Source: an optimization exercise on an open RTL-to-GDS flow (aim: small area, a short achievable clock period and few clock cycles). Production flows keep margins and buffers that such runs may drop. Where RTL was checked, it was by simulation tests only, not by an equivalence proof against the original. The RTL of runs 3 and 4 was laid out without a check of its function. No activity file was given, so power comes from the tool's default toggle rates.

<file path="design/flow/design.v">
module bhx_sixbit (
    input  wire [7:0] c,         
    input  wire       zero,      
    input  wire [1:0] ph,        
    input  wire [5:0] lo,        
    output reg        alpha,     
    output reg        ws,        
    output wire [5:0] val,       
    output reg  [7:0] byte_o     
);
    reg [5:0] v;
    always @(*) begin
        ws    = 1'b0;
        alpha = 1'b1;
        v     = 6'd0;
        case (c)
            8'h09, 8'h0A, 8'h0B, 8'h0C, 8'h0D, 8'h20: begin ws = 1'b1; alpha = 1'b0; end
            8'h21: v = 6'd0;   8'h22: v = 6'd1;   8'h23: v = 6'd2;   8'h24: v = 6'd3;
            8'h25: v = 6'd4;   8'h26: v = 6'd5;   8'h27: v = 6'd6;   8'h28: v = 6'd7;
            8'h29: v = 6'd8;   8'h2A: v = 6'd9;   8'h2B: v = 6'd10;  8'h2C: v = 6'd11;
            8'h2D: v = 6'd12;  8'h30: v = 6'd13;  8'h31: v = 6'd14;  8'h32: v = 6'd15;
            8'h33: v = 6'd16;  8'h34: v = 6'd17;  8'h35: v = 6'd18;  8'h36: v = 6'd19;
            8'h38: v = 6'd20;  8'h39: v = 6'd21;  8'h40: v = 6'd22;  8'h41: v = 6'd23;
            8'h42: v = 6'd24;  8'h43: v = 6'd25;  8'h44: v = 6'd26;  8'h45: v = 6'd27;
            8'h46: v = 6'd28;  8'h47: v = 6'd29;  8'h48: v = 6'd30;  8'h49: v = 6'd31;
            8'h4A: v = 6'd32;  8'h4B: v = 6'd33;  8'h4C: v = 6'd34;  8'h4D: v = 6'd35;
            8'h4E: v = 6'd36;  8'h50: v = 6'd37;  8'h51: v = 6'd38;  8'h52: v = 6'd39;
            8'h53: v = 6'd40;  8'h54: v = 6'd41;  8'h55: v = 6'd42;  8'h56: v = 6'd43;
            8'h58: v = 6'd44;  8'h59: v = 6'd45;  8'h5A: v = 6'd46;  8'h5B: v = 6'd47;
            8'h60: v = 6'd48;  8'h61: v = 6'd49;  8'h62: v = 6'd50;  8'h63: v = 6'd51;
            8'h64: v = 6'd52;  8'h65: v = 6'd53;  8'h66: v = 6'd54;  8'h68: v = 6'd55;
            8'h69: v = 6'd56;  8'h6A: v = 6'd57;  8'h6B: v = 6'd58;  8'h6C: v = 6'd59;
            8'h6D: v = 6'd60;  8'h70: v = 6'd61;  8'h71: v = 6'd62;  8'h72: v = 6'd63;
            default: alpha = 1'b0;
        endcase
    end
    assign val = zero ? 6'd0 : v;
    always @(*) begin
        case (ph)
            2'd1:    byte_o = {lo, val[5:4]};
            2'd2:    byte_o = {lo[3:0], val[5:2]};
            default: byte_o = {lo[1:0], val};
        endcase
    end
endmodule
module bhx_rle (
    input  wire       clk,
    input  wire       clear,     
    input  wire       en,        
    input  wire       tv,        
    input  wire [7:0] td,        
    input  wire       full,      
    input  wire       o_free,    
    input  wire       src_done,  
    output reg        take,      
    output reg        emit,      
    output reg  [1:0] osel,      
    output reg        tinc1,     
    output reg        tinc2,     
    output reg        err,
    output reg  [4:0] ecode,
    output wire       busy       
);
    localparam ST_TOK = 2'd0;
    localparam ST_CNT = 2'd1;
    localparam ST_RUN = 2'd2;
    localparam E_MALFORMED = 5'h04;
    localparam E_TRUNC     = 5'h05;
    localparam E_CAP       = 5'h12;
    reg [1:0] st;
    reg       hp;        
    reg [7:0] cnt;       
    assign busy = (st != ST_TOK);
    reg [1:0] st_n;
    reg       hp_n;
    reg [7:0] cnt_n;
    wire is_esc = (td == 8'h90);
    wire n0     = (td == 8'h00);
    wire n1     = (td == 8'h01);
    wire n2     = (td == 8'h02);
    always @(*) begin
        take  = 1'b0;
        emit  = 1'b0;
        osel  = 2'd0;
        tinc1 = 1'b0;
        tinc2 = 1'b0;
        err   = 1'b0;
        ecode = E_CAP;
        st_n  = st;
        hp_n  = hp;
        cnt_n = cnt;
        case (st)
            ST_TOK: if (tv) begin
                if (is_esc) begin
                    take = 1'b1; st_n = ST_CNT;
                end else if (full) begin
                    take = 1'b1; err = 1'b1;
                end else if (o_free) begin
                    take = 1'b1; emit = 1'b1; osel = 2'd0; tinc1 = 1'b1; hp_n = 1'b1;
                end
            end
            ST_CNT: if (tv) begin
                if (n0) begin
                    if (full) begin
                        take = 1'b1; err = 1'b1;
                    end else if (o_free) begin
                        take = 1'b1; emit = 1'b1; osel = 2'd1; tinc2 = 1'b1;
                        hp_n = 1'b1; st_n = ST_TOK;
                    end
                end else if (!hp) begin
                    take = 1'b1; err = 1'b1; ecode = E_MALFORMED;
                end else if (n1) begin
                    take = 1'b1; tinc2 = 1'b1; st_n = ST_TOK;
                end else if (full) begin
                    take = 1'b1; err = 1'b1;
                end else if (o_free) begin
                    take = 1'b1; emit = 1'b1; osel = 2'd2;
                    cnt_n = td - 8'd2;
                    if (n2) begin
                        tinc2 = 1'b1; st_n = ST_TOK;
                    end else begin
                        st_n = ST_RUN;
                    end
                end
            end else if (src_done) begin
                err = 1'b1; ecode = E_TRUNC;
            end
            default: begin
                if (full) begin
                    err = 1'b1;
                end else if (o_free) begin
                    emit = 1'b1; osel = 2'd2; cnt_n = cnt - 8'd1;
                    if (cnt == 8'd1) begin
                        tinc2 = 1'b1; st_n = ST_TOK;
                    end
                end
            end
        endcase
        if (!en) begin
            take = 1'b0; emit = 1'b0; tinc1 = 1'b0; tinc2 = 1'b0; err = 1'b0;
        end
    end
    always @(posedge clk) begin
        if (clear) begin
            st <= ST_TOK;
            hp <= 1'b0;
        end else if (en) begin
            st  <= st_n;
            hp  <= hp_n;
            cnt <= cnt_n;
        end
    end
endmodule
module bhx_stream (
    input  wire        clk,
    input  wire        rst,
    input  wire        start,
    input  wire [2:0]  op,
    input  wire [23:0] len,
    input  wire [23:0] base,
    input  wire [23:0] cap,
    output wire        busy,
    input  wire        in_valid,
    input  wire [7:0]  in_data,
    output wire        in_ready,
    output wire        out_valid,
    output wire [7:0]  out_data,
    input  wire        out_ready,
    output reg         done,
    output reg  [4:0]  err_code,
    output wire [2:0]  err_stage,
    output reg  [23:0] err_pos,
    output reg  [7:0]  err_detail,
    output reg  [23:0] out_len
);
    localparam E_INVCHAR = 5'h03;
    localparam E_BADCMD  = 5'h10;
    localparam E_BADLEN  = 5'h11;
    reg        run;
    reg        six;       
    reg        rle;       
    reg [22:0] rem;       
    reg        in_end;    
    reg [23:0] ipos;      
    reg [23:0] l_cap;
    reg        sx_err;    
    reg        rl_err;    
    reg [2:0]  kc;        
    reg [5:0]  lo;        
    reg        tv;        
    reg [7:0]  td;
    reg        ov;        
    reg [7:0]  od;        
    wire any_err = sx_err | rl_err;
    wire accept  = start && !run;
    wire take    = in_valid && in_ready;
    wire o_free  = !ov || out_ready;
    wire ph0     = (kc[1:0] == 2'd0);
    wire       flush = six && in_end && (kc != 3'd0) && !sx_err;
    wire       is_alpha, is_ws;
    wire [5:0] sx_val;
    wire [7:0] sx_byte;
    bhx_sixbit u_six (
        .c      (in_data),
        .zero   (in_end),
        .ph     (kc[1:0]),
        .lo     (lo),
        .alpha  (is_alpha),
        .ws     (is_ws),
        .val    (sx_val),
        .byte_o (sx_byte)
    );
    wire       rl_take, rl_emit, rl_tinc1, rl_tinc2, rl_ev, rl_st;
    wire [1:0] rl_osel;
    wire [4:0] rl_code;
    wire       full     = (out_len == l_cap);
    wire       src_done = in_end && (!six || kc == 3'd0);
    wire       rl_en    = run && rle && !any_err;
    bhx_rle u_rle (
        .clk      (clk),
        .clear    (accept),
        .en       (rl_en),
        .tv       (tv),
        .td       (td),
        .full     (full),
        .o_free   (o_free),
        .src_done (src_done),
        .take     (rl_take),
        .emit     (rl_emit),
        .osel     (rl_osel),
        .tinc1    (rl_tinc1),
        .tinc2    (rl_tinc2),
        .err      (rl_ev),
        .ecode    (rl_code),
        .busy     (rl_st)
    );
    wire t_consume = rle ? (rl_take | any_err) : (o_free | sx_err);
    wire t_free    = !tv || t_consume;
    assign in_ready = run && !in_end && (sx_err || t_free || (six && ph0));
    wire ch_take  = take && six && !sx_err;
    wire ch_alpha = ch_take && is_alpha;
    wire ch_bad   = ch_take && !is_alpha && !is_ws;
    wire fl_step  = flush && (ph0 || t_free);
    wire sx_adv   = ch_alpha || fl_step;
    wire new_tok  = six ? (sx_adv && !ph0) : take;
    wire emit = rle ? rl_emit : (tv && o_free && !sx_err);
    wire finish = run && in_end &&
                  (any_err || (src_done && !tv && !(rle && rl_st) && (!ov || out_ready)));
    assign busy      = run;
    assign out_valid = ov;
    assign out_data  = od;
    assign err_stage = (err_code == E_INVCHAR) ? 3'd2 :
                       (err_code[2] || (err_code[4] && err_code[1])) ? 3'd3 : 3'd0;
    always @(posedge clk) begin
        if (rst) begin
            run <= 1'b0;
            done <= 1'b0;
            ov <= 1'b0;
        end else if (accept) begin
            six        <= op[0];
            rle        <= op[1];
            rem        <= len[22:0];
            in_end     <= (len == 24'd0);
            ipos       <= base;
            l_cap      <= cap;
            sx_err     <= 1'b0;
            rl_err     <= 1'b0;
            kc         <= 3'd0;
            tv         <= 1'b0;
            ov         <= 1'b0;
            out_len    <= 24'd0;
            err_pos    <= 24'd0;
            err_code   <= 5'd0;
            err_detail <= 8'd0;
            if (op == 3'd0 || op > 3'd3) begin
                done       <= 1'b1;
                err_code   <= E_BADCMD;
                err_detail <= {5'd0, op};
            end else if (len > 24'h40_0000) begin
                done     <= 1'b1;
                err_code <= E_BADLEN;
                err_pos  <= len;
            end else begin
                done <= 1'b0;
                run  <= 1'b1;
            end
        end else if (run) begin
            if (take) begin
                rem    <= rem - 23'd1;
                in_end <= (rem == 23'd1);
                ipos   <= ipos + 24'd1;
            end
            if (sx_adv) begin
                kc <= kc + 3'd1;
                lo <= sx_val;
            end
            tv <= new_tok | (tv & !t_consume);
            if (new_tok)
                td <= six ? sx_byte : in_data;
            if (emit) begin
                out_len <= out_len + 24'd1;
                case (rle ? rl_osel : 2'd0)
                    2'd0: od <= td;
                    2'd1: od <= 8'h90;
                    default: ;
                endcase
            end
            ov <= emit | (ov & !out_ready);
            if (ch_bad) begin
                sx_err     <= 1'b1;
                err_code   <= E_INVCHAR;
                err_pos    <= ipos;
                err_detail <= in_data;
            end else if (rl_ev) begin
                rl_err   <= 1'b1;
                err_code <= rl_code;
            end else if (rl_tinc1 | rl_tinc2) begin
                err_pos <= err_pos + {22'd0, rl_tinc2, rl_tinc1};
            end
            if (finish) begin
                run  <= 1'b0;
                done <= 1'b1;
                ov   <= 1'b0;
                if (!any_err) begin
                    err_pos <= 24'd0;
                end else begin
                    out_len <= 24'd0;
                end
            end
        end
    end
endmodule
</file>
<file path="design/flow/run.sh">
#!/bin/bash
# synth_recipe.tcl (not shown) runs the flow's synth.tcl, then flattens the netlist and writes it again
# the make line also repeats each setting of config.mk as NAME=value (left out here)
make -C /OpenROAD-flow-scripts/flow DESIGN_CONFIG=/design/flow/config.mk WORK_HOME=/design/flow/orfs CLKGATE_MAP_FILE= SYNTH_SCRIPT=/design/flow/synth_recipe.tcl finish
</file>
<file path="design/flow/config.mk">
export PLATFORM = sky130hd
export DESIGN_NAME = bhx_stream
export DESIGN_NICKNAME = bhx_stream
export VERILOG_FILES = /design/flow/design.v
export SDC_FILE = /design/flow/constraint.sdc
export NUM_CORES = 4
export LEC_CHECK = 0
export ABC_CLOCK_PERIOD_IN_PS = 2500
export CAP_MARGIN = 20
export CORE_MARGIN = 2
export CORE_UTILIZATION = 40
export PLACE_DENSITY = 0.6
export SETUP_SLACK_MARGIN = 2.0
export SLEW_MARGIN = 20
</file>
<file path="design/flow/constraint.sdc">
create_clock -name core_clock -period 5.0 [get_ports {clk}]
set_input_delay 1.0000 -clock core_clock [delete_from_list [all_inputs] [get_ports {clk}]]
set_output_delay 1.0000 -clock core_clock [all_outputs]
set_load 0.01 [all_outputs]
</file>
==> flow_summary.toml, run 1 <==
[status]
run_status = "timing/DRC/antenna clean"

[sta]
achievable-frequency_mhz = 297
max_slew.worst_pin.slew_ns = 1.02
finalSetupViolCount = 0
tns_setup_ns = 0
hold_violation_total_from_the_final_report = 0
fin_worst_skew_ns = 0.0149
slew_viol_final = 0
layout_worst_path_cycle_share_pct = 67.4
timing.final.crit_period_ns = 3.37
grt_setup_unrepaired = "true"
max_slew_margin_pct = 31.6

[synth]
synth_cells = 1127
synthesis.yosys.warnings = 3
synthesis.area_um2 = 10900
synth_top_area_share_pct = 46.6
synth_seq_cells = 176
synthDominantAreaCellType = "sky130_fd_sc_hd__edfxtp_1"
post_synth_edffs = 170
ys_types = 77
synth_most_common_cell = "sky130_fd_sc_hd__edfxtp_1"
ys_dominant_reg_cell = "sky130_fd_sc_hd__edfxtp_1"
syn-mean-instance-area_um2 = 9.71
synthTopCellsByCount = "sky130_fd_sc_hd__edfxtp_1 (170), sky130_fd_sc_hd__nand2_1 (124), sky130_fd_sc_hd__o21ai_0 (114)"
synth_seq_area_share_pct = 47.7
netlist_top_cells_area = "sky130_fd_sc_hd__edfxtp_1 (47%), sky130_fd_sc_hd__o21ai_0 (5.2%), sky130_fd_sc_hd__xnor2_1 (5.1%)"
postSynth.asyncResetShare_pct = 0

[critical_path]
worstPathBufferInverterCount = 3
critical_path_depth = 9
required_ns = 4.00
crit_start = "td[5]$_DFFE_PP_"
critPathLaunchType = "register"
worstRegToRegCells = 16
critical_path_class = "register to output pin"
timing.critical_path.slowest_cell_delay_ns = 0.48
nature_of_the_critical_path_endpoint = "output pin"
cp_top_family = "simple AND/OR/NAND/NOR gates"
rr_startpoint = "out_len[22]$_SDFFCE_PP0P_"
critical_path_arrival_ns = 2.37
worst_r2r_endpoint = "err_pos[20]$_DFFE_PP_"
crit_path_top_delay_cell = "sky130_fd_sc_hd__edfxtp_1"
worst_setup_path_endpoint = "in_ready"
path_cells = "nor4_4 -> buf_4 -> and3_1 -> o32a_1 -> inv_2 -> a21oi_4 -> nor2_2 -> nor3b_2 -> buf_2"
timing.reg2reg.setup_slack_ns = 1.65
critPathMaxFanout = 6

[floorplan]
vert_die_dim_um = 169
ioPinCount = 164
coreArea_um2 = 26900
start_util_pct = 40.7
chipWidth_um = 169
fp.dieArea_um2 = 28700
core.rowCount = 60

[placement]
place.detailed.hpwl_um = 23500
buffer_ports.inserted = 161
gpl.final_weighted_congestion = 0.921

[clocking]
hold_buffers_post_cts = 0
cts_buffer_count = 17
clock_tree_from_tritoncts = "yes"
clockRootBuffer = "sky130_fd_sc_hd__clkbuf_16"
clkSlewWorstSetupHoldPaths_ns = 0.07
clk_path_buf_depth = 2
ctsHtreeMaxLevel = 4
clkSinkCount = 176
clock_latency_ns = 0.44

[global_route]
grt_max_degree = 108
initial_antenna_violation_count = 0
via_count_of_the_first_global_routing_pass = 9295
grt_first_pass_wirelength_um = 52200
global_route.usage.total_pct = 23.2
gr-total-overflow = 0

[job]
max-cap-violations = 0

[power_and_ir_drop]
worst_ir_drop_vdd_mv = 0.244
total_leakage_power_uw = 0.00495
cellPowerDensity_nw_per_um2 = 255

[final_layout]
layout.core_utilization_pct = 55.9
n_fill_cell = 2350
share_of_layout_cells_above_drive_strength_1_pct = 19.0
nets = 1443
n_antenna_cell = 0
synthToLayoutAreaGrowth_pct = 37.3

[routing]
vias_per_cell = 5.86
number_of_vias_in_the_routed_layout = 9888
route.antenna.remaining_nets = 0
drtIter0Drc = 903
first_pass_iters = 6
post-route-drc-count = 0
routed_wire_length_per_instance_um = 20.6
drt-total-wl_um = 34700

[worst_hold_path]
holdPathStages = 2
worst_hold_path_type = "register to register"
min_from = "done$_SDFFE_PP0P_"
## registers in the layout, indices dropped and copies added (netlist names)
register    count
u_rle.hp        1
err_detail      8
tv              1
err_code        4
err_pos        24
lo              6
ov              1
l_cap          24
run             1
out_len        24
rem            23
od              8
td              8
u_rle.st        2
rle             1
kc              3
six             1
in_end          1
u_rle.cnt       8
ipos           24
rl_err          1
sx_err          1
done            1
## routing by layer
layer	up-vias	global-route usage [%]	part of all wire [%]
met5	-	0	0
met4	0	5.72	1.8
met3	46	3.99	6.1
met2	390	37.4	47
met1	4823	32.6	45
li1	4629	-	-
## logic make-up after synthesis
group	Yosys count	synth area share [%]
compound gates	311	18.1
xor+xnor	101	8.08
fa+ha+maj	23	2.68
buf+inv	119	4.57
flops	176	47.7
mux	4	0.389
other cells	1	0.0343
simple gates	392	18.4
## timing repair
action	CTS	global route
pin swaps	33	50
setup endpoints to repair	145	183
cloned	5	2
setup buffers	33	37
gates resized for setup	83	80
## through the flow
step	power, uW	instance area (um2)	instances	hold WS [ns]	setup WS (ns)
CTS	3810	14400	1648	0.536	1.45
global placement	2380	13100	1578	0.524	0.754
floorplan	2120	11300	1128	0.491	1.85
detailed placement	2380	13100	1578	0.515	0.677
finish	3830	15000	1687	0.535	1.63
global route	3960	15000	1687	0.576	1.51
## power breakdown
group	switching (uW)	internal, uW
clock network	642	765
logic	329	288
registers	85.4	1720
## cell type report
cell class	instances	area, um2	area share (%)
sequential	176	5230	34.8
clock buffer	17	425	2.83
multi-input combinational	835	6050	40.3
tap	341	427	2.84
timing repair buffer	258	2520	16.8
clock inverter	15	193	1.28
inverter	45	183	1.22
## how the worst min path moves through the flow
stage,slack [ns],end
after floorplan,0.49,done$_SDFFE_PP0P_
after global placement,0.52,done$_SDFFE_PP0P_
after detailed placement,0.52,done$_SDFFE_PP0P_
after CTS,0.54,done$_SDFFE_PP0P_
after global routing,0.58,done$_SDFFE_PP0P_
final,0.53,done$_SDFFE_PP0P_
## worst register-to-register path, delay by kind of cell (launching register included)
kind | cells | cell delay [ns]
AO/OA/AOI/OAI | 3 | 0.48
XOR/XNOR | 2 | 0.34
flip-flops | 1 | 0.52
buffers and inverters | 6 | 0.72
AND/OR/NAND/NOR | 3 | 0.43
adder cells (fa/ha/maj) | 2 | 0.63
## layout by cell type, fill, tap and decap left out, types with 7 or more instances in the layout
cell type	n
sky130_fd_sc_hd__xnor2_2	7
sky130_fd_sc_hd__a21oi_1	40
sky130_fd_sc_hd__a2111oi_4	9
sky130_fd_sc_hd__buf_4	73
sky130_fd_sc_hd__a211oi_4	11
sky130_fd_sc_hd__a22oi_1	27
sky130_fd_sc_hd__xnor2_1	57
sky130_fd_sc_hd__ha_1	15
sky130_fd_sc_hd__nor2_1	61
sky130_fd_sc_hd__o22ai_1	7
sky130_fd_sc_hd__nand2b_1	7
sky130_fd_sc_hd__edfxtp_1	170
sky130_fd_sc_hd__or3_1	15
sky130_fd_sc_hd__a31oi_1	7
sky130_fd_sc_hd__nor3_1	23
sky130_fd_sc_hd__nand2_1	122
sky130_fd_sc_hd__o21ai_1	24
sky130_fd_sc_hd__or4_1	12
sky130_fd_sc_hd__inv_1	37
sky130_fd_sc_hd__o211ai_1	13
sky130_fd_sc_hd__a21o_1	7
sky130_fd_sc_hd__clkbuf_16	20
sky130_fd_sc_hd__o21ai_0	88
sky130_fd_sc_hd__and3_1	14
sky130_fd_sc_hd__nand3_1	31
sky130_fd_sc_hd__buf_6	12
sky130_fd_sc_hd__a211oi_1	8
sky130_fd_sc_hd__nand4_1	16
sky130_fd_sc_hd__clkdlybuf4s50_1	152
sky130_fd_sc_hd__nor2b_1	12
sky130_fd_sc_hd__nor4_1	13
sky130_fd_sc_hd__o31ai_1	10
sky130_fd_sc_hd__xor2_1	37
Testbench counts, summed over its fixed seeds: cycles 137,469.
==> run 2: changes to the inputs <==
==> design/flow/config.mk (replaced) <==
export PLATFORM = sky130hd
export DESIGN_NAME = bhx_stream
export DESIGN_NICKNAME = bhx_stream
export VERILOG_FILES = /design/flow/design.v
export SDC_FILE = /design/flow/constraint.sdc
export NUM_CORES = 4
export LEC_CHECK = 0
export CAP_MARGIN = 20
export CORE_MARGIN = 2
export CORE_UTILIZATION = 40
export PLACE_DENSITY = 0.6
export SLEW_MARGIN = 20
==> run 2 against run 1 <==
Routed wire length shrank 8.2%; area after synthesis is the same; die area is the same; hold slack lost 0.011 ns; critical path depth shrank 1; clock skew grew 0.0060 ns; utilization shrank 5.7 points; via count shrank 5.1%; critical endpoint unchanged; highest routed layer unchanged.
==> flow_summary.toml, run 2 <==
[floorplan]
start_util_pct = 40.7
core.rowCount = 60
chipWidth_um = 169
coreArea_um2 = 26900
vert_die_dim_um = 169
fp.dieArea_um2 = 28700
ioPinCount = 164

[critical_path]
worstRegToRegCells = 11
timing.critical_path.slowest_cell_delay_ns = 0.61
critical_path_class = "register to output pin"
worst_r2r_endpoint = "err_pos[23]$_DFFE_PP_"
critPathLaunchType = "register"
critPathMaxFanout = 7
crit_path_top_delay_cell = "sky130_fd_sc_hd__clkdlybuf4s50_1"
required_ns = 4.00
rr_startpoint = "out_len[13]$_SDFFCE_PP0P_"
critical_path_arrival_ns = 3.45
cp_top_family = "simple AND/OR/NAND/NOR gates"
nature_of_the_critical_path_endpoint = "output pin"
worstPathBufferInverterCount = 1
path_cells = "xor2_1 -> nor4_1 -> and2_1 -> nand2_1 -> a21oi_1 -> nor2_1 -> nor3b_1 -> clkdlybuf4s50_1"
timing.reg2reg.setup_slack_ns = 1.05

[worst_hold_path]
min_to = "done$_SDFFE_PP0P_"
worst_hold_path_type = "register to register"
min_from = "done$_SDFFE_PP0P_"
holdPathStages = 2

[routing]
first_pass_iters = 5
vias_per_cell = 5.84
routed_wire_length_per_instance_um = 19.8
drt-total-wl_um = 31800
post-route-drc-count = 0
drtIter0Drc = 865
route.antenna.remaining_nets = 0
number_of_vias_in_the_routed_layout = 9386

[clocking]
cts_buffer_count = 17
ctsResizeCount = 0
clkSlewWorstSetupHoldPaths_ns = 0.07
clk_path_buf_depth = 2
ctsHtreeMaxLevel = 4
post-cts-setup-buffers = 0
clock_latency_ns = 0.45
clock_tree_from_tritoncts = "yes"
clockRootBuffer = "sky130_fd_sc_hd__clkbuf_16"
clkSinkCount = 176
hold_buffers_post_cts = 0

[synth]
post_synth_edffs = 170
synth_seq_area_share_pct = 47.7
synthTopCellsByCount = "sky130_fd_sc_hd__edfxtp_1 (170), sky130_fd_sc_hd__nand2_1 (124), sky130_fd_sc_hd__o21ai_0 (114)"
synthesis.area_um2 = 10900
synth_top_area_share_pct = 46.6
ys_dominant_reg_cell = "sky130_fd_sc_hd__edfxtp_1"
synthDominantAreaCellType = "sky130_fd_sc_hd__edfxtp_1"
syn-mean-instance-area_um2 = 9.71
postSynth.asyncResetShare_pct = 0
synth_seq_cells = 176
netlist_top_cells_area = "sky130_fd_sc_hd__edfxtp_1 (47%), sky130_fd_sc_hd__o21ai_0 (5.2%), sky130_fd_sc_hd__xnor2_1 (5.1%)"
synth_most_common_cell = "sky130_fd_sc_hd__edfxtp_1"
synthesis.yosys.warnings = 3
synth_cells = 1127
ys_types = 77

[sta]
achievable-frequency_mhz = 225
tns_setup_ns = 0
final.hold.worst_slack_ns = 0.524
timing.final.crit_period_ns = 4.45
finalWorstSetupSlack_ns = 0.553
fin_worst_skew_ns = 0.0209
slew_viol_final = 0
max_slew_margin_pct = 32.9
finalSetupViolCount = 0
grt_setup_unrepaired = "false"
max_slew.worst_pin.slew_ns = 1.01
layout_worst_path_cycle_share_pct = 88.9
hold_violation_total_from_the_final_report = 0

[power_and_ir_drop]
cellPowerDensity_nw_per_um2 = 280
sequential_share_of_power_pct = 48.0
p_sw_uw = 1050
design_power_total_uw = 3780
total_leakage_power_uw = 0.00439
p_clk_share_pct = 38.2
proportion_of_total_power_due_to_net_switching_pct = 27.7
worst_ir_drop_vdd_mv = 0.203
power.combinational.fraction_pct = 13.8
internal-power_uw = 2730

[placement]
detailed_place.area_um2 = 12800
place.detailed.hpwl_um = 22900
buffer_ports.inserted = 161
placement.setup.worst_slack_ns = 0.488
gpl.final_weighted_congestion = 0.871

[global_route]
grt_first_pass_wirelength_um = 49800
via_count_of_the_first_global_routing_pass = 9028
gr-total-overflow = 0
grt_max_degree = 108
initial_antenna_violation_count = 0
global_route.usage.total_pct = 22.1

[final_layout]
share_of_layout_cells_above_drive_strength_1_pct = 6.56
regArea_um2 = 5230
n_fill_cell = 2471
n_antenna_cell = 0
layout.cells.most_common_list = "sky130_fd_sc_hd__edfxtp_1 (170), sky130_fd_sc_hd__clkdlybuf4s50_1 (161), sky130_fd_sc_hd__nand2_1 (124), sky130_fd_sc_hd__o21ai_0 (113), sky130_fd_sc_hd__nor2_1 (66)"
design_area_um2 = 13500
layout_commonest_cell = "sky130_fd_sc_hd__edfxtp_1"
synthToLayoutAreaGrowth_pct = 23.3
nets = 1363
multiInputGateArea_um2 = 5280

[job]
max-cap-violations = 0

[status]
run_status = "timing/DRC/antenna clean"
-- run 2: cell counts after synthesis --
No cell type changed its count.
-- run 2: final cells by class --
class                   count  share of cell area, %
clock inverters            15                   1.62
repair buffers            180                   13.0
multi-input cells         833                   39.1
clock buffers              17                   3.15
inverters                  45                   1.25
well taps                 341                   3.16
flip-flops and latches    176                   38.7
-- run 2: power groups by stage --
| stage | Clock, uW | Combinational (uW) | Sequential, uW |
|---|---|---|---|
| 2_1_floorplan | 0 | 276 | 1830 |
| 3_3_place_gp | 0 | 513 | 1850 |
| 3_5_place_dp | 0 | 519 | 1850 |
| 4_1_cts | 1470 | 521 | 1810 |
| 5_1_grt | 1530 | 574 | 1820 |
| 6_report | 1440 | 522 | 1810 |
-- run 2: worst reg2reg max path, cell delays in order, from the launching register on --
cell                        delay (ns)
sky130_fd_sc_hd__edfxtp_1         0.52
sky130_fd_sc_hd__xor2_1           0.20
sky130_fd_sc_hd__nor4_1           0.51
sky130_fd_sc_hd__and2_1           0.33
sky130_fd_sc_hd__nand2_1          0.19
sky130_fd_sc_hd__a22o_1           0.25
sky130_fd_sc_hd__and2_1           0.17
sky130_fd_sc_hd__ha_1             0.27
sky130_fd_sc_hd__a21oi_1          0.75
sky130_fd_sc_hd__a2111oi_0        0.21
sky130_fd_sc_hd__xnor2_1          0.22
sky130_fd_sc_hd__o21ai_0          0.09
-- run 2: cells by family after synthesis --
family | synth area share [%]
AOI/OAI and AO/OA | 18.1
xor gates and xnor gates | 8.08
adders and majority gates | 2.68
buffers and inverters | 4.57
DFF | 47.7
muxes | 0.389
other | 0.0343
and+or+nand+nor | 18.4
-- run 2: metal layers --
layer	track usage [%]	part of all wire, %
met4	7.28	2.0
met5	0	0
met3	3.61	6.9
met2	34.2	45
met1	31.7	47
-- run 2: worst max path at each step --
stage / startpoint / endpoint / slack, ns / depth (start not counted)
4_1_cts: out_len[13]$_SDFFCE_PP0P_ / in_ready / 0.53 / 8
3_5_place_dp: out_ready / err_pos[13]$_DFFE_PP_ / 0.49 / 12
3_3_place_gp: out_ready / err_pos[23]$_DFFE_PP_ / 0.60 / 12
5_1_grt: out_len[13]$_SDFFCE_PP0P_ / in_ready / 0.31 / 8
2_1_floorplan: out_len[17]$_SDFFCE_PP0P_ / in_end$_DFFE_PP_ / 0.79 / 6
6_report: out_len[13]$_SDFFCE_PP0P_ / in_ready / 0.55 / 8
-- run 2: through the flow --
stage                     instances  utilization, %
after global routing           1607            50.2
after floorplan                1128               -
after detailed placement       1575            47.8
after CTS                      1607            50.2
after global placement         1575            47.8
final                          1607            50.2
==> run 3: changes to the inputs <==
--- a/design/flow/design.v
+++ b/design/flow/design.v
@@ -170,7 +170,7 @@
     output reg  [4:0]  err_code,
     output wire [2:0]  err_stage,
     output reg  [23:0] err_pos,
-    output reg  [7:0]  err_detail,
+    output wire [7:0]  err_detail,
     output reg  [23:0] out_len
 );
     localparam E_INVCHAR = 5'h03;
@@ -179,22 +179,26 @@
     reg        run;
     reg        six;       
     reg        rle;       
+    reg        ir;        
     reg [22:0] rem;       
     reg        in_end;    
     reg [23:0] ipos;      
     reg [23:0] l_cap;
-    reg        sx_err;    
-    reg        rl_err;    
+    reg        full;      
     reg [2:0]  kc;        
     reg [5:0]  lo;        
-    reg        tv;        
-    reg [7:0]  td;
-    reg        ov;        
+    reg        tv0, tv1;  
+    reg [7:0]  td0;       
+    reg [7:0]  td1;
+    reg        ov, sv;    
     reg [7:0]  od;        
-    wire any_err = sx_err | rl_err;
+    reg [7:0]  sd;
+    wire sx_err  = err_code[1] & err_code[0];
+    wire any_err = err_code[1] | err_code[2];
     wire accept  = start && !run;
-    wire take    = in_valid && in_ready;
-    wire o_free  = !ov || out_ready;
+    wire take    = in_valid && ir;
+    wire room    = !sv;                  
+    wire o_pop   = ov && out_ready;
     wire ph0     = (kc[1:0] == 2'd0);
     wire       flush = six && in_end && (kc != 3'd0) && !sx_err;
     wire       is_alpha, is_ws;
@@ -213,17 +217,16 @@
     wire       rl_take, rl_emit, rl_tinc1, rl_tinc2, rl_ev, rl_st;
     wire [1:0] rl_osel;
     wire [4:0] rl_code;
-    wire       full     = (out_len == l_cap);
     wire       src_done = in_end && (!six || kc == 3'd0);
     wire       rl_en    = run && rle && !any_err;
     bhx_rle u_rle (
         .clk      (clk),
         .clear    (accept),
         .en       (rl_en),
-        .tv       (tv),
-        .td       (td),
+        .tv       (tv0),
+        .td       (td0),
         .full     (full),
-        .o_free   (o_free),
+        .o_free   (room),
         .src_done (src_done),
         .take     (rl_take),
         .emit     (rl_emit),
@@ -234,28 +237,46 @@
         .ecode    (rl_code),
         .busy     (rl_st)
     );
-    wire t_consume = rle ? (rl_take | any_err) : (o_free | sx_err);
-    wire t_free    = !tv || t_consume;
-    assign in_ready = run && !in_end && (sx_err || t_free || (six && ph0));
+    wire emit  = rle ? rl_emit : (tv0 && room && !sx_err);
+    wire t_pop = tv0 && (rle ? (rl_take | any_err) : room);
     wire ch_take  = take && six && !sx_err;
     wire ch_alpha = ch_take && is_alpha;
     wire ch_bad   = ch_take && !is_alpha && !is_ws;
-    wire fl_step  = flush && (ph0 || t_free);
+    wire fl_step  = flush && (ph0 || !tv1 || t_pop);
     wire sx_adv   = ch_alpha || fl_step;
-    wire new_tok  = six ? (sx_adv && !ph0) : take;
-    wire emit = rle ? rl_emit : (tv && o_free && !sx_err);
+    wire push     = six ? (sx_adv && !ph0) : take;    
+    wire [7:0] nt = six ? sx_byte : in_data;
+    wire       in_end_n = take ? (rem == 23'd1) : in_end;
+    wire [2:0] kc_n     = sx_adv ? kc + 3'd1 : kc;
+    wire       push_est = take && (!six || !ph0);
+    wire       tv1_n    = t_pop ? (tv1 && push_est) : (tv1 || (tv0 && push_est));
+    wire       ir_n     = !in_end_n &&
+                          (sx_err || !tv1_n || (six && kc_n[1:0] == 2'd0));
+    reg [7:0] nb;
+    always @(*) begin
+        case (rle ? rl_osel : 2'd0)
+            2'd0:    nb = td0;
+            2'd1:    nb = 8'h90;
+            default: nb = od;
+        endcase
+    end
     wire finish = run && in_end &&
-                  (any_err || (src_done && !tv && !(rle && rl_st) && (!ov || out_ready)));
-    assign busy      = run;
-    assign out_valid = ov;
-    assign out_data  = od;
-    assign err_stage = (err_code == E_INVCHAR) ? 3'd2 :
-                       (err_code[2] || (err_code[4] && err_code[1])) ? 3'd3 : 3'd0;
+                  (any_err || (src_done && !tv0 && !(rle && rl_st) && !sv && (!ov || out_ready)));
+    wire [23:0] out_len_p1 = out_len + 24'd1;
+    assign busy       = run;
+    assign in_ready   = ir;
+    assign out_valid  = ov;
+    assign out_data   = od;
+    assign err_detail = td0;
+    assign err_stage  = (err_code == E_INVCHAR) ? 3'd2 :
+                        (err_code[2] || (err_code[4] && err_code[1])) ? 3'd3 : 3'd0;
     always @(posedge clk) begin
         if (rst) begin
-            run <= 1'b0;
+            run  <= 1'b0;
             done <= 1'b0;
-            ov <= 1'b0;
+            ir   <= 1'b0;
+            ov   <= 1'b0;
+            sv   <= 1'b0;
         end else if (accept) begin
             six        <= op[0];
             rle        <= op[1];
@@ -263,19 +284,21 @@
             in_end     <= (len == 24'd0);
             ipos       <= base;
             l_cap      <= cap;
-            sx_err     <= 1'b0;
-            rl_err     <= 1'b0;
+            full       <= (cap == 24'd0);
             kc         <= 3'd0;
-            tv         <= 1'b0;
+            tv0        <= 1'b0;
+            tv1        <= 1'b0;
             ov         <= 1'b0;
+            sv         <= 1'b0;
             out_len    <= 24'd0;
             err_pos    <= 24'd0;
             err_code   <= 5'd0;
-            err_detail <= 8'd0;
+            td0        <= 8'd0;
+            ir         <= 1'b0;
             if (op == 3'd0 || op > 3'd3) begin
-                done       <= 1'b1;
-                err_code   <= E_BADCMD;
-                err_detail <= {5'd0, op};
+                done     <= 1'b1;
+                err_code <= E_BADCMD;
+                td0      <= {5'd0, op};
             end else if (len > 24'h40_0000) begin
                 done     <= 1'b1;
                 err_code <= E_BADLEN;
@@ -283,8 +306,10 @@
             end else begin
                 done <= 1'b0;
                 run  <= 1'b1;
+                ir   <= (len != 24'd0);
             end
         end else if (run) begin
+            ir <= ir_n;
             if (take) begin
                 rem    <= rem - 23'd1;
                 in_end <= (rem == 23'd1);
@@ -294,25 +319,48 @@
                 kc <= kc + 3'd1;
                 lo <= sx_val;
             end
-            tv <= new_tok | (tv & !t_consume);
-            if (new_tok)
-                td <= six ? sx_byte : in_data;
+            if (t_pop) begin
+                if (tv1) begin
+                    td0 <= td1;
+                    tv1 <= push;
+                    if (push) td1 <= nt;
+                end else begin
+                    tv0 <= push;
+                    if (push) td0 <= nt;
+                end
+            end else if (!tv0) begin
+                tv0 <= push;
+                if (push) td0 <= nt;
+            end else if (push) begin
+                tv1 <= 1'b1;
+                td1 <= nt;
+            end
+            if (!ov) begin
+                ov <= emit;
+                if (emit) od <= nb;
+            end else if (out_ready) begin
+                if (sv) begin
+                    od <= sd;
+                    sv <= 1'b0;
+                end else begin
+                    ov <= emit;
+                    if (emit) od <= nb;
+                end
+            end else if (emit) begin
+                sv <= 1'b1;
+                sd <= nb;
+            end
             if (emit) begin
-                out_len <= out_len + 24'd1;
-                case (rle ? rl_osel : 2'd0)
-                    2'd0: od <= td;
-                    2'd1: od <= 8'h90;
-                    default: ;
-                endcase
+                out_len <= out_len_p1;
+                full    <= (out_len_p1 == l_cap);
             end
-            ov <= emit | (ov & !out_ready);
             if (ch_bad) begin
-                sx_err     <= 1'b1;
-                err_code   <= E_INVCHAR;
-                err_pos    <= ipos;
-                err_detail <= in_data;
+                err_code <= E_INVCHAR;
+                err_pos  <= ipos;
+                td0      <= in_data;
+                tv0      <= 1'b0;
+                tv1      <= 1'b0;
             end else if (rl_ev) begin
-                rl_err   <= 1'b1;
                 err_code <= rl_code;
             end else if (rl_tinc1 | rl_tinc2) begin
                 err_pos <= err_pos + {22'd0, rl_tinc2, rl_tinc1};
@@ -320,12 +368,15 @@
             if (finish) begin
                 run  <= 1'b0;
                 done <= 1'b1;
+                ir   <= 1'b0;
                 ov   <= 1'b0;
-                if (!any_err) begin
+                sv   <= 1'b0;
+                if (!any_err)
                     err_pos <= 24'd0;
-                end else begin
+                else
                     out_len <= 24'd0;
-                end
+                if (!sx_err)
+                    td0 <= 8'd0;
             end
         end
     end
--- a/design/flow/config.mk
+++ b/design/flow/config.mk
@@ -5,8 +5,10 @@
 export SDC_FILE = /design/flow/constraint.sdc
 export NUM_CORES = 4
 export LEC_CHECK = 0
+export ABC_CLOCK_PERIOD_IN_PS = 2500
 export CAP_MARGIN = 20
 export CORE_MARGIN = 2
 export CORE_UTILIZATION = 40
 export PLACE_DENSITY = 0.6
+export SETUP_SLACK_MARGIN = 2.0
 export SLEW_MARGIN = 20
==> run 3 against run 2 <==
Still clean; worst setup slack gained 1.4 ns; cell area grew 20%; clock skew shrank 0.0020 ns; fmax grew 48%; die area grew 14%; highest routed layer unchanged.
==> flow_summary.toml, run 3 <==
[power_and_ir_drop]
internal-power_uw = 2750
sequential_share_of_power_pct = 48.2
cellPowerDensity_nw_per_um2 = 239
total_leakage_power_uw = 0.00544
worst_ir_drop_vdd_mv = 0.251
p_sw_uw = 1140
proportion_of_total_power_due_to_net_switching_pct = 29.3
p_clk_share_pct = 34.5
power.combinational.fraction_pct = 17.3

[routing]
first_pass_iters = 5
route.antenna.remaining_nets = 0
routed_wire_length_per_instance_um = 21.0
number_of_vias_in_the_routed_layout = 11700
drtIter0Drc = 1057
vias_per_cell = 5.95
drt-total-wl_um = 41200
post-route-drc-count = 0

[synth]
synth_most_common_cell = "sky130_fd_sc_hd__edfxtp_1"
synthDominantAreaCellType = "sky130_fd_sc_hd__edfxtp_1"
ys_types = 86
postSynth.asyncResetShare_pct = 0
synthTopCellsByCount = "sky130_fd_sc_hd__edfxtp_1 (178), sky130_fd_sc_hd__nand2_1 (134), sky130_fd_sc_hd__o21ai_0 (112)"
syn-mean-instance-area_um2 = 9.24
ys_dominant_reg_cell = "sky130_fd_sc_hd__edfxtp_1"
netlist_top_cells_area = "sky130_fd_sc_hd__edfxtp_1 (43%), sky130_fd_sc_hd__xnor2_1 (4.6%), sky130_fd_sc_hd__o21ai_0 (4.5%)"
synth_seq_cells = 186
synth_seq_area_share_pct = 43.9
synth_cells = 1359
synthesis.area_um2 = 12600
synthesis.yosys.warnings = 3
post_synth_edffs = 178
synth_top_area_share_pct = 42.6

[floorplan]
ioPinCount = 164
vert_die_dim_um = 181
core.rowCount = 64
fp.dieArea_um2 = 32800
start_util_pct = 40.8
chipWidth_um = 181
coreArea_um2 = 30700

[final_layout]
layout_commonest_cell = "sky130_fd_sc_hd__edfxtp_1"
share_of_layout_cells_above_drive_strength_1_pct = 16.3
synthToLayoutAreaGrowth_pct = 29.5
finish.cell_count_without_fillers = 1962
nets = 1663
n_fill_cell = 2865
n_antenna_cell = 0
layout.cells.most_common_list = "sky130_fd_sc_hd__edfxtp_1 (178), sky130_fd_sc_hd__clkdlybuf4s50_1 (154), sky130_fd_sc_hd__nand2_1 (127), sky130_fd_sc_hd__o21ai_0 (103), sky130_fd_sc_hd__buf_4 (88)"

[clocking]
clkSlewWorstSetupHoldPaths_ns = 0.08
clock_tree_from_tritoncts = "yes"
clk_path_buf_depth = 2
clock_latency_ns = 0.47
clkSinkCount = 186
cts_buffer_count = 17
ctsHtreeMaxLevel = 4
clockRootBuffer = "sky130_fd_sc_hd__clkbuf_16"

[critical_path]
critPathMaxFanout = 9
crit_path_frequent_cell = "sky130_fd_sc_hd__a31oi_4"
timing.critical_path.slowest_cell_delay_ns = 0.39
nature_of_the_critical_path_endpoint = "register"
cp_top_family = "compound AO/OA/AOI/OAI gates"
crit_path_top_delay_cell = "sky130_fd_sc_hd__maj3_1"
critical_path_class = "input pin to register"
required_ns = 5.21
critical_path_arrival_ns = 3.22
path_cells = "buf_12 -> buf_4 -> ha_4 -> maj3_1 -> a31oi_4 -> a31oi_4 -> a21oi_4 -> mux2_4 -> o311a_1"
critPathLaunchType = "input pin"
worstPathBufferInverterCount = 2

[sta]
achievable-frequency_mhz = 332
slew_viol_final = 0
timing.final.crit_period_ns = 3.01
final.hold.worst_slack_ns = 0.526
finalSetupViolCount = 0
grt_setup_unrepaired = "true"
fin_worst_skew_ns = 0.0189
max_slew.worst_pin.slew_ns = 1.08
hold_violation_total_from_the_final_report = 0
tns_setup_ns = 0
max_slew_margin_pct = 28.2
layout_worst_path_cycle_share_pct = 60.2

[placement]
place.detailed.hpwl_um = 28600
gpl.final_weighted_congestion = 0.876
post_place_cells = 1858
buffer_ports.inserted = 161

[global_route]
via_count_of_the_first_global_routing_pass = 11100
initial_antenna_violation_count = 0
global_route.usage.total_pct = 24.3
grt_max_degree = 48
gr-total-overflow = 0
grt_first_pass_wirelength_um = 62600

[job]
max-cap-violations = 0

[worst_hold_path]
worst_hold_path_type = "register to register"

[status]
run_status = "timing/DRC/antenna clean"
[run 3: cell families after synthesis]
logic type               synth area share (%)
other                                  0.0299
multiplexers                             1.82
AO/OA/AOI/OAI                            19.5
flip-flops                               43.9
adder cells (fa/ha/maj)                  2.33
buffers and inverters                    4.31
XOR/XNOR                                 7.12
AND/OR/NAND/NOR                          21.1
[run 3: worst paths after layout]
kind                         endpoint  slack [ns]  cells after the start                      from
max              td0[3]$_SDFFCE_PP0P_        1.99                      9                in_data[1]
min          u_rle.st[0]$_SDFFE_PP0P_        0.53                      2  u_rle.st[0]$_SDFFE_PP0P_
max reg2reg     err_pos[20]$_DFFE_PP_        2.00                     11      td0[6]$_SDFFCE_PP0P_
min reg2reg  u_rle.st[0]$_SDFFE_PP0P_        0.53                      2  u_rle.st[0]$_SDFFE_PP0P_
[run 3: worst min-delay path: stages (launching register included)]
cell and delay [ns]:
sky130_fd_sc_hd__dfxtp_2 0.37, sky130_fd_sc_hd__nand2_1 0.07, sky130_fd_sc_hd__a21oi_1 0.05
[run 3: area by class of cell]
type,instances,area [um2],area share (%)
flip-flops and latches,186,5510,33.9
well taps,396,495,3.05
clock buffers,17,425,2.62
multi-input cells,1049,7120,43.8
clock inverters,15,133,0.816
repair buffers,256,2380,14.7
inverters,43,183,1.12
[run 3: routing by layer]
layer  vias up  track usage [%]  wire [um]
met5         -                0          0
met4         0             6.83        712
met3        64             4.07       2960
met2       507             39.5      19300
met1      5609             33.4      18200
li1       5502                -          -
[run 3: power groups by stage]
stage	registers (uW)	clock network (uW)	logic, uW
detailed placement	1920	0	582
CTS	1870	1360	638
floorplan	1890	0	347
global placement	1920	0	578
global route	1880	1410	726
finish	1880	1340	672
[run 3: per-stage QoR]
stage / cell area (um2) / util, % / worst slack [ns] / power, uW
floorplan: 12800 / - / 1.77 / 2230
global placement: 14600 / 47.6 / 0.683 / 2500
detailed placement: 14600 / 47.6 / 0.558 / 2500
CTS: 15900 / 51.6 / 1.97 / 3870
global route: 16300 / 52.9 / 1.85 / 4020
finish: 16300 / 52.9 / 1.99 / 3890
[run 3: what timing repair did]
action                                  CTS  global route
pin swaps                                17            26
endpoints found under the setup margin   90           119
gates cloned                              2             3
setup buffers                            48            19
hold buffers                              0             0
resized for setup                        87            70
==> run 4: changes to the inputs <==
--- a/design/flow/config.mk
+++ b/design/flow/config.mk
@@ -10,5 +10,5 @@
 export CORE_MARGIN = 2
 export CORE_UTILIZATION = 40
 export PLACE_DENSITY = 0.6
-export SETUP_SLACK_MARGIN = 2.0
+export SETUP_SLACK_MARGIN = 2.6
 export SLEW_MARGIN = 20
==> run 4 against run 3 <==
Sequential power barely moved; critical endpoint is now od[4]$_DFFE_PP_; combinational power rose by 25%; die area did not move; power rose by 5.3%; via count rose by 7.7%; fmax fell by 2.3%; global-route usage rose by 1.9 points.
==> flow_summary.toml, run 4 <==
[synth]
synth_seq_area_share_pct = 43.9
post_synth_fa_ha_maj_area_fraction_pct = 2.33
syn-mean-instance-area_um2 = 9.24
ys_types = 86
synth_top_family_by_area = "simple AND/OR/NAND/NOR gates"
netlist_top_cells_area = "sky130_fd_sc_hd__edfxtp_1 (43%), sky130_fd_sc_hd__xnor2_1 (4.6%), sky130_fd_sc_hd__o21ai_0 (4.5%)"
synthesis.yosys.warnings = 3
ys_dominant_reg_cell = "sky130_fd_sc_hd__edfxtp_1"
synth_most_common_cell = "sky130_fd_sc_hd__edfxtp_1"
postSynth.asyncResetShare_pct = 0
synth_seq_cells = 186
synthDominantAreaCellType = "sky130_fd_sc_hd__edfxtp_1"
synth_mux_area_share_pct = 1.82
yosys.area_share.simple_pct = 21.1
synthesis.area_um2 = 12600
synth-xor-area-share_pct = 7.12
synthTopCellsByCount = "sky130_fd_sc_hd__edfxtp_1 (178), sky130_fd_sc_hd__nand2_1 (134), sky130_fd_sc_hd__o21ai_0 (112)"
synth_top_area_share_pct = 42.6
synth_compound_gate_area_share_pct = 19.5
synth_cells = 1359
post_synth_edffs = 178

[final_layout]
n_antenna_cell = 0
nets = 1803
share_of_layout_cells_above_drive_strength_1_pct = 30.5
layout.cells.most_common_list = "sky130_fd_sc_hd__edfxtp_1 (178), sky130_fd_sc_hd__buf_4 (169), sky130_fd_sc_hd__nand2_1 (123), sky130_fd_sc_hd__nor2_1 (75), sky130_fd_sc_hd__a21oi_1 (72)"
layout.core_utilization_pct = 60.1
layout_commonest_cell = "sky130_fd_sc_hd__edfxtp_1"
synthToLayoutAreaGrowth_pct = 47.3

[routing]
drt-total-wl_um = 45400
drtIter0Drc = 1192
first_pass_iters = 5
route.antenna.remaining_nets = 0
vias_per_cell = 5.98
number_of_vias_in_the_routed_layout = 12600
routed_wire_length_per_instance_um = 21.6
post-route-drc-count = 0

[clocking]
clock_tree_from_tritoncts = "yes"
clkSlewWorstSetupHoldPaths_ns = 0.08
clockRootBuffer = "sky130_fd_sc_hd__clkbuf_16"
clk_path_buf_depth = 2
cts_buffer_count = 17
clkSinkCount = 186
hold_buffers_post_cts = 0
clock_latency_ns = 0.45
ctsHtreeMaxLevel = 4

[sta]
slew_viol_final = 0
finalSetupViolCount = 0
max_slew.worst_pin.slew_ns = 0.934
grt_setup_unrepaired = "true"
hold_violation_total_from_the_final_report = 0
fin_worst_skew_ns = 0.0153
final.hold.worst_slack_ns = 0.597
achievable-frequency_mhz = 325
tns_setup_ns = 0
finalWorstSetupSlack_ns = 1.92
timing.final.crit_period_ns = 3.08
layout_worst_path_cycle_share_pct = 61.6
max_slew_margin_pct = 37.7

[critical_path]
crit_path_frequent_cell = "sky130_fd_sc_hd__buf_4"
critical_path_arrival_ns = 3.26
required_ns = 5.18
nature_of_the_critical_path_endpoint = "register"
timing.critical_path.slowest_cell_delay_ns = 0.46
critPathLaunchType = "register"
critPathMaxFanout = 12
critical_path_class = "register to register"
path_cells = "buf_4 -> buf_6 -> nor4bb_4 -> a21o_1 -> buf_4 -> buf_4 -> buf_4 -> o31ai_2 -> a21oi_2 -> o21ai_2 -> mux2i_1 -> a21oi_1"
crit_path_top_delay_cell = "sky130_fd_sc_hd__edfxtp_1"

[global_route]
grt_max_degree = 84
initial_antenna_violation_count = 0
via_count_of_the_first_global_routing_pass = 11900
gr-total-overflow = 0
grt_first_pass_wirelength_um = 67900
global_route.usage.total_pct = 26.2

[power_and_ir_drop]
proportion_of_total_power_due_to_net_switching_pct = 29.5
design_power_total_uw = 4100
power.combinational.fraction_pct = 20.5
sequential_share_of_power_pct = 45.4
worst_ir_drop_vdd_mv = 0.250
cellPowerDensity_nw_per_um2 = 222
p_clk_share_pct = 34.1
p_sw_uw = 1210
total_leakage_power_uw = 0.00663
internal-power_uw = 2890

[floorplan]
vert_die_dim_um = 181
core.rowCount = 64
coreArea_um2 = 30700
start_util_pct = 40.8
chipWidth_um = 181
ioPinCount = 164
fp.dieArea_um2 = 32800

[worst_hold_path]
worst_hold_path_type = "register to register"

[job]
max-cap-violations = 0

[placement]
gpl.final_weighted_congestion = 0.900
placement.setup.worst_slack_ns = 0.817
place.detailed.hpwl_um = 28500
buffer_ports.inserted = 161

[status]
run_status = "timing/DRC/antenna clean"
==> run 4: through the flow <==
stage               cell area [um2]  instances
global placement              14800       1849
detailed placement            14800       1850
floorplan                     13100       1360
finish                        18500       2102
CTS                           17600       2060
global route                  18500       2102
==> run 4: cells by family (layout without fill, tap and decap cells) <==
kind of cell,count (synthesis),count (layout)
AO/OA/AOI/OAI,379,381
adder cells (fa/ha/maj),23,23
flip-flops,186,186
buffers and inverters,128,468
multiplexers,22,22
AND/OR/NAND/NOR,518,522
other,1,2
XOR/XNOR,102,102
==> run 4: final cells by class <==
type	count	area (um2)
fill	2554	12300
sequential	186	5510
clock buffer	18	429
inverter	43	183
clock inverter	14	149
timing repair buffer	393	3600
tap	396	495
multi-input combinational	1052	8120
==> run 4: critical path, delay by kind of cell (launching register included) <==
kind	cells	cell delay (ns)
multiplexers	1	0.28
buffers and inverters	5	0.62
flip-flops	1	0.46
AND/OR/NAND/NOR	1	0.35
AO/OA/AOI/OAI	5	1.08
==> run 4: power groups by stage <==
stage	Clock, uW	Sequential (uW)	Combinational, uW
after floorplan	0	1890	370
after global placement	0	1920	596
final	1400	1860	840
after detailed placement	0	1920	601
after global routing	1470	1870	894
after CTS	1410	1850	766
==> run 4: worst paths after layout <==
path	endpoint	slack, ns	cells past startpoint	start
min	u_rle.st[1]$_SDFFE_PP0P_	0.60	2	u_rle.st[1]$_SDFFE_PP0P_
max reg2reg	od[4]$_DFFE_PP_	1.92	12	td0[3]$_SDFFCE_PP0P_
min reg2reg	u_rle.st[1]$_SDFFE_PP0P_	0.60	2	u_rle.st[1]$_SDFFE_PP0P_
max	od[4]$_DFFE_PP_	1.92	12	td0[3]$_SDFFCE_PP0P_
==> run 4: metal layers <==
metal | wire, um | track usage (%)
met5 | 0 | 0
met4 | 1400 | 8.88
met3 | 3280 | 3.79
met2 | 21900 | 43.6
met1 | 18800 | 35.1
==> run 4: repair_timing <==
| action | in CTS | in global routing |
|---|---|---|
| cloned | 5 | 2 |
| setup buffers | 173 | 40 |
| pin swaps | 79 | 80 |
| resized for setup | 322 | 128 |
| setup endpoints to repair | 389 | 273 |

==> re-timing with driven ports <==
The results above use ideal ports. As a check the final layouts listed here were re-extracted and re-timed, cells and wires unchanged. Step 1 assumes that a clkbuf_16 drives the clock port and a buf_2 every other input. Step 2 moves the port delays by t, midway between the first and last clock arrival at a register: inputs arrive t later, outputs are due t later. That takes back most of the time a late clock gives input paths. a / b / c = no drivers / after step 1 / after step 2; a / b = the first two.
run	shift t [ns]	setup WS [ns]	worst register clock-pin slew, ns	worst slew at a driven data input, ns	pins driven straight from the clock port
run 1	0.478	1.632 / 1.583 / 1.545	0.08 / 0.08	0.07	1
run 2	0.484	0.553 / 0.505 / 0.435	0.09 / 0.09	0.06	1
run 3	0.510	1.992 / 1.994 / 1.485	0.09 / 0.09	0.07	1
run 4	0.492	1.921 / 1.921 / 1.494	0.08 / 0.08	0.06	1
After both steps every run listed still meets setup and hold. For run 3, which loses most, drivers alone change the setup slack by +0.002 ns; drivers and shift together by -0.507 ns.
